Context: an optimization exercise on an open-source flow, tuned for small area, a short achievable clock period and few clock cycles. The choices shown serve that exercise and are no tape-out recipe. In this exercise RTL edits were held to simulation tests only and were not proved equivalent to the original. No activity file was given, so power comes from the tool's default toggle rates.

==> job 2666 <==
Design unthbuf_unit, start of the top module:
module unthbuf_unit (
    input  wire        clk,
    input  wire        rst,         
    input  wire        cmd_valid,
    input  wire [7:0]  cmd_op,
    input  wire [63:0] cmd_a,
    input  wire [63:0] cmd_b,
    output reg         rsp_valid,
    output wire [7:0]  rsp_status,
    output wire [63:0] rsp_d0,
    output wire [63:0] rsp_d1
);
Settings: LEC_CHECK=0, CAP_MARGIN=20, CORE_MARGIN=2, CORE_UTILIZATION=30, PLACE_DENSITY=0.45, SLEW_MARGIN=20; clock period 100.0 ns.
run.sh (not shown) runs the stock make flow with config.mk's settings and CLKGATE_MAP_FILE= SYNTH_SCRIPT=/design/flow/synth_recipe.tcl, a recipe that flattens the netlist after the stock synthesis.
==> job 485: changes against job 2666 <==
==> flow/design.v (replaced) <==
module unthbuf_unit (
    input  wire        clk,
    input  wire        rst,         
    input  wire        cmd_valid,
    input  wire [7:0]  cmd_op,
    input  wire [63:0] cmd_a,
    input  wire [63:0] cmd_b,
    output reg         rsp_valid,
    output wire [7:0]  rsp_status,
    output wire [63:0] rsp_d0,
    output wire [63:0] rsp_d1
);
    localparam MAX_CELLS = 8;
    localparam ST_OK        = 3'h0;
    localparam ST_BADWIDTH  = 3'h1;
    localparam ST_INDEX     = 3'h2;
    localparam ST_TOOWIDE   = 3'h3;
    localparam ST_CAPACITY  = 3'h4;
    localparam ST_ILLEGAL   = 3'h5;
    localparam ST_NOTCFG    = 3'h6;
    localparam ST_CELLRANGE = 3'h7;
    integer k;
    function [6:0] epc_of(input [6:0] x);
        integer n;
        begin
            epc_of = 7'd0;
            for (n = 1; n <= 64; n = n + 1)
                if (x == n) epc_of = 64 / n;
        end
    endfunction
    function [6:0] ew_of(input [6:0] x);
        integer n;
        begin
            ew_of = 7'd0;
            for (n = 1; n <= 64; n = n + 1)
                if (x == n) ew_of = (64 / n) * n;
        end
    endfunction
    reg        configured;
    reg        packed_lay;
    reg [6:0]  width;
    reg [9:0]  length;
    reg [9:0]  len_bits;         
    wire [6:0] epc = epc_of(width);
    wire [6:0] cell_bits = packed_lay ? 7'd64 : ew_of(width);
    wire [9:0] em [0:7];
    genvar gi;
    generate
        for (gi = 0; gi < 8; gi = gi + 1) begin : g_em
            assign em[gi] = epc * gi;
        end
    endgenerate
    reg  [3:0] cap_al;
    always @(*) begin
        cap_al = 4'd0;
        for (k = 0; k < 8; k = k + 1)
            if (em[k] < length) cap_al = k + 1;
    end
    wire [3:0] cap_pk = len_bits[9:6] + {3'd0, |len_bits[5:0]};
    wire [3:0] capacity = packed_lay ? cap_pk : cap_al;
    reg  [63:0] wmask;
    always @(*)
        for (k = 0; k < 64; k = k + 1)
            wmask[k] = (k < width);
    wire is_cfga = (cmd_op == 8'h01);
    wire is_cfgp = (cmd_op == 8'h02);
    wire is_cfg  = is_cfga | is_cfgp;
    wire is_get  = (cmd_op == 8'h03);
    wire is_set  = (cmd_op == 8'h04);
    wire is_len  = (cmd_op == 8'h05);
    wire is_pad  = (cmd_op == 8'h06);
    wire is_cap  = (cmd_op == 8'h07);
    wire is_loc  = (cmd_op == 8'h08);
    wire is_rdc  = (cmd_op == 8'h09);
    wire illegal = ~(is_cfg | is_get | is_set | is_len | is_pad | is_cap | is_loc | is_rdc);
    wire       a_hi  = |cmd_a[63:10];
    wire [9:0] ai    = cmd_a[9:0];
    wire [6:0]  mul_w = is_cfg ? cmd_b[6:0] : width;
    wire [16:0] prod  = ai * mul_w;
    wire idx_oob  = a_hi | (ai >= length);
    wire too_wide = |(cmd_b & ~wmask);
    reg  [2:0] cell_al;
    always @(*) begin
        cell_al = 3'd0;
        for (k = 1; k < 8; k = k + 1)
            if (ai >= em[k]) cell_al = k;
    end
    wire       cell_oob = (|cmd_a[63:3]) | ({1'b0, cmd_a[2:0]} >= capacity);
    wire [9:0] rdc_pos  = cmd_a[2:0] * cell_bits;
    wire       cfg_w_ok  = ~(|cmd_b[63:7]) & (cmd_b[6:0] != 7'd0) & (cmd_b[6:0] <= 7'd64);
    wire [6:0] cfg_cb    = is_cfgp ? 7'd64 : ew_of(cmd_b[6:0]);
    wire       cfg_cap_ok = ~a_hi & (prod <= {7'd0, cfg_cb, 3'd0});
    reg [2:0] status;
    always @(*) begin
        if (illegal)              status = ST_ILLEGAL;
        else if (is_cfg) begin
            if (!cfg_w_ok)        status = ST_BADWIDTH;
            else if (!cfg_cap_ok) status = ST_CAPACITY;
            else                  status = ST_OK;
        end
        else if (!configured)     status = ST_NOTCFG;
        else if (is_get | is_loc) status = idx_oob ? ST_INDEX : ST_OK;
        else if (is_set)          status = idx_oob ? ST_INDEX : too_wide ? ST_TOOWIDE : ST_OK;
        else if (is_rdc)          status = cell_oob ? ST_CELLRANGE : ST_OK;
        else                      status = ST_OK;
    end
    wire ok     = (status == ST_OK);
    wire accept = cmd_valid & ~rst;
    reg [2:0]  st_r;
    reg        k_ext, k_rdc, k_len, k_pad, k_cap, k_loc;
    reg        set_r, clr_r;
    reg [8:0]  s_r;               
    reg [2:0]  cal_r;             
    reg [63:0] b_r;
    reg [3:0]  cap_r;
    reg [8:0]  pad_r;
    always @(posedge clk) begin
        if (rst) begin
            rsp_valid  <= 1'b0;
            configured <= 1'b0;
            set_r      <= 1'b0;
            clr_r      <= 1'b0;
        end else begin
            rsp_valid <= cmd_valid;
            set_r     <= cmd_valid & ok & is_set;
            clr_r     <= cmd_valid & ok & is_cfg;
            if (cmd_valid & ok & is_cfg)
                configured <= 1'b1;
        end
    end
    always @(posedge clk) begin
        st_r  <= status;
        k_ext <= ok & (is_get | is_rdc);
        k_rdc <= is_rdc;
        k_len <= ok & is_len;
        k_pad <= ok & is_pad;
        k_cap <= ok & is_cap;
        k_loc <= ok & is_loc;
        s_r   <= is_rdc ? rdc_pos[8:0] : prod[8:0];
        cal_r <= cell_al;
        b_r   <= cmd_b;
        cap_r <= capacity;
        pad_r <= packed_lay ? 9'd0 : (7'd64 - cell_bits) * capacity;
        if (accept & ok & is_cfg) begin
            packed_lay <= is_cfgp;
            width      <= cmd_b[6:0];
            length     <= ai;
            len_bits   <= prod[9:0];
        end
    end
    reg [63:0] cells [0:MAX_CELLS-1];
    wire [2:0] rc  = s_r[8:6];
    wire [5:0] ro  = s_r[5:0];
    wire [2:0] eix = (rc + 3'd1) >> 1;     
    wire       ehit = ~(rc[2] & rc[1] & rc[0]);
    wire [1:0] oix = rc[2:1];              
    reg  [63:0] ge_o;                      
    always @(*)
        for (k = 0; k < 64; k = k + 1)
            ge_o[k] = (k >= ro);
    wire [63:0] ev  = ehit ? cells[{eix[1:0], 1'b0}] : 64'd0;
    wire [63:0] od  = cells[{oix, 1'b1}];
    wire [63:0] esel = ge_o ^ {64{rc[0]}};
    wire [63:0] z   = (esel & ev) | (~esel & od);
    wire [63:0]  rin  = set_r ? {b_r[0], b_r[63:1]} : z;
    wire [5:0]   amt  = ro ^ {6{set_r}};
    wire [127:0] rdbl = {rin, rin} >> amt;
    wire [63:0]  rot  = rdbl[63:0];
    wire [6:0] mw = k_rdc ? cell_bits : width;
    reg  [63:0] xmask;
    always @(*)
        for (k = 0; k < 64; k = k + 1)
            xmask[k] = k_ext & (k < mw);
    wire [63:0] ext = rot & xmask;
    wire [6:0] endv    = {1'b0, ro} + width;
    wire       span    = packed_lay & (endv > 7'd64);
    wire [9:0] al_base = cal_r * cell_bits;
    wire [5:0] loc_off = packed_lay ? ro : (ro - al_base[5:0]);
    wire [2:0] loc_cell = packed_lay ? rc : cal_r;
    wire [6:0] low_bits  = span ? (7'd64 - {1'b0, ro}) : width;
    wire [6:0] high_bits = span ? (endv - 7'd64) : 7'd0;
    assign rsp_status = {5'd0, st_r};
    assign rsp_d0 = ext
                  | (k_len ? {54'd0, length} : 64'd0)
                  | (k_cap ? {60'd0, cap_r} : 64'd0)
                  | (k_pad ? {55'd0, pad_r} : 64'd0)
                  | (k_loc ? {61'd0, loc_cell} : 64'd0);
    assign rsp_d1 = k_loc ? {41'd0, high_bits, 1'b0, low_bits, 1'b0, span, loc_off} : 64'd0;
    wire        end_h = endv[6];
    reg  [63:0] lt_e;
    always @(*)
        for (k = 0; k < 64; k = k + 1)
            lt_e[k] = (k < endv[5:0]);
    wire [63:0] hi_win = (ge_o & (lt_e | {64{end_h}})) | {64{clr_r}};
    wire [63:0] lo_win = lt_e & {64{end_h}};
    wire [63:0] wdata  = rot & {64{~clr_r}};
    wire [3:0]  rc1    = {1'b0, rc} + 4'd1;
    generate
        for (gi = 0; gi < MAX_CELLS; gi = gi + 1) begin : g_wr
            wire        hsel = clr_r | (set_r & (rc == gi));
            wire        lsel = set_r & (rc1 == gi);
            wire [63:0] we   = (hi_win & {64{hsel}}) | (lo_win & {64{lsel}});
            always @(posedge clk)
                cells[gi] <= (wdata & we) | (cells[gi] & ~we);
        end
    endgenerate
endmodule
==> summary.md <==
| Metric | Value |
|---|---|
| Status | timing/DRC/antenna clean |
| Yosys top cell area share | 0.3351 |
| Post-synthesis adder-cell area fraction | 0.07493 |
| Die Y | a little over 400 um |
| Die W | between 400 and 500 um |
| Final Hold Slack | 0.4987 ns |
| Clk pwr share | 0.172 |
| Placed insts | around 7300 |
| Number of non-clock buffers | approximately 410 |
| Routed Wire Length | around 280000 um |
| Most frequent cells in the layout | 534 x edfxtp_1, 513 x nand2_1, 383 x nor2_1, 285 x a21oi_1, 258 x a22oi_1 |
| Clock-cell share | 0.04537 |
| # Taps | slightly above 2000 |
| Worst skew pair latency | roughly 0.7 ns |
| Initial antenna violation count | 15 |
| Area growth syn-to-layout | 15.42% |
| Number of sequential cells | 646 |
| Area of the multi-input gates | roughly 0.027 sq mm |
| Post-synth EDFFs | roughly 530 |
| Finished Core Util | 0.3488 |
(the above is from job 2666)
==> summary.md <==
| Metric | Value |
|---|---|
| Initial antenna violation count | 6 |
| Met1 WL | approximately 97000 um |
| Area growth syn-to-layout | 15.23% |
| Clkbuf count | 96 |
| Comb_multi_in | roughly 3700 |
| Area of the multi-input gates | ~0.028 sq mm |
| Finished Core Util | 0.3485 |
| Clk pwr share | 0.187 |
| Worst skew pair latency | ~0.75 ns |
| Final ANT Viol Nets | 0 |
| Die W | about 410 um |
| Status | timing/DRC/antenna clean |
| Clock-cell share | 0.04968 |
| Yosys top cell area share | 0.3336 |
| Placed insts | 7023 |
| Final Hold Slack | roughly 0.57 ns |
| Routed Wire Length | between 200000 and 250000 um |
| Post-synthesis adder-cell area fraction | 0.08849 |
| Number of sequential cells | 642 |
| # Taps | between 2000 and 2500 |
(the above is from job 485)
Testbench counts of job 2666, summed over its fixed seeds: cycles 12,000.
Testbench counts of job 485, summed over its fixed seeds: cycles 12,000.

-- separate check: timing with driven ports --
The results above use ideal ports. As a check the final layouts listed here were re-extracted and re-timed, cells and wires unchanged. Step 1 sets driving cells, clkbuf_16 on the clock port and buf_2 on the other inputs (assumed; they add their load-dependent delay and slew). Step 2 adds t to the input delays and takes it off the output delays; t is the mean of the earliest and latest rising clock arrival at the registers after step 1. Input paths then give back, and output paths get back, about the clock's delay inside the block. Slacks: ideal ports / drivers / drivers and shift; pairs: ideal ports / drivers.
| run | t, ns | setup slack, ns | worst setup path after step 2 | slew at the worst register clock pin (ns) | worst data-port slew with drivers (ns) |
|---|---|---|---|---|---|
| job 2666 | 0.776 | 71.688 / 71.605 / 71.829 | input to register | 0.08 / 0.08 | 0.16 |
| job 485 | 0.792 | 71.689 / 71.606 / 72.115 | input to register | 0.07 / 0.07 | 0.09 |
After both steps every run listed still meets setup and hold.
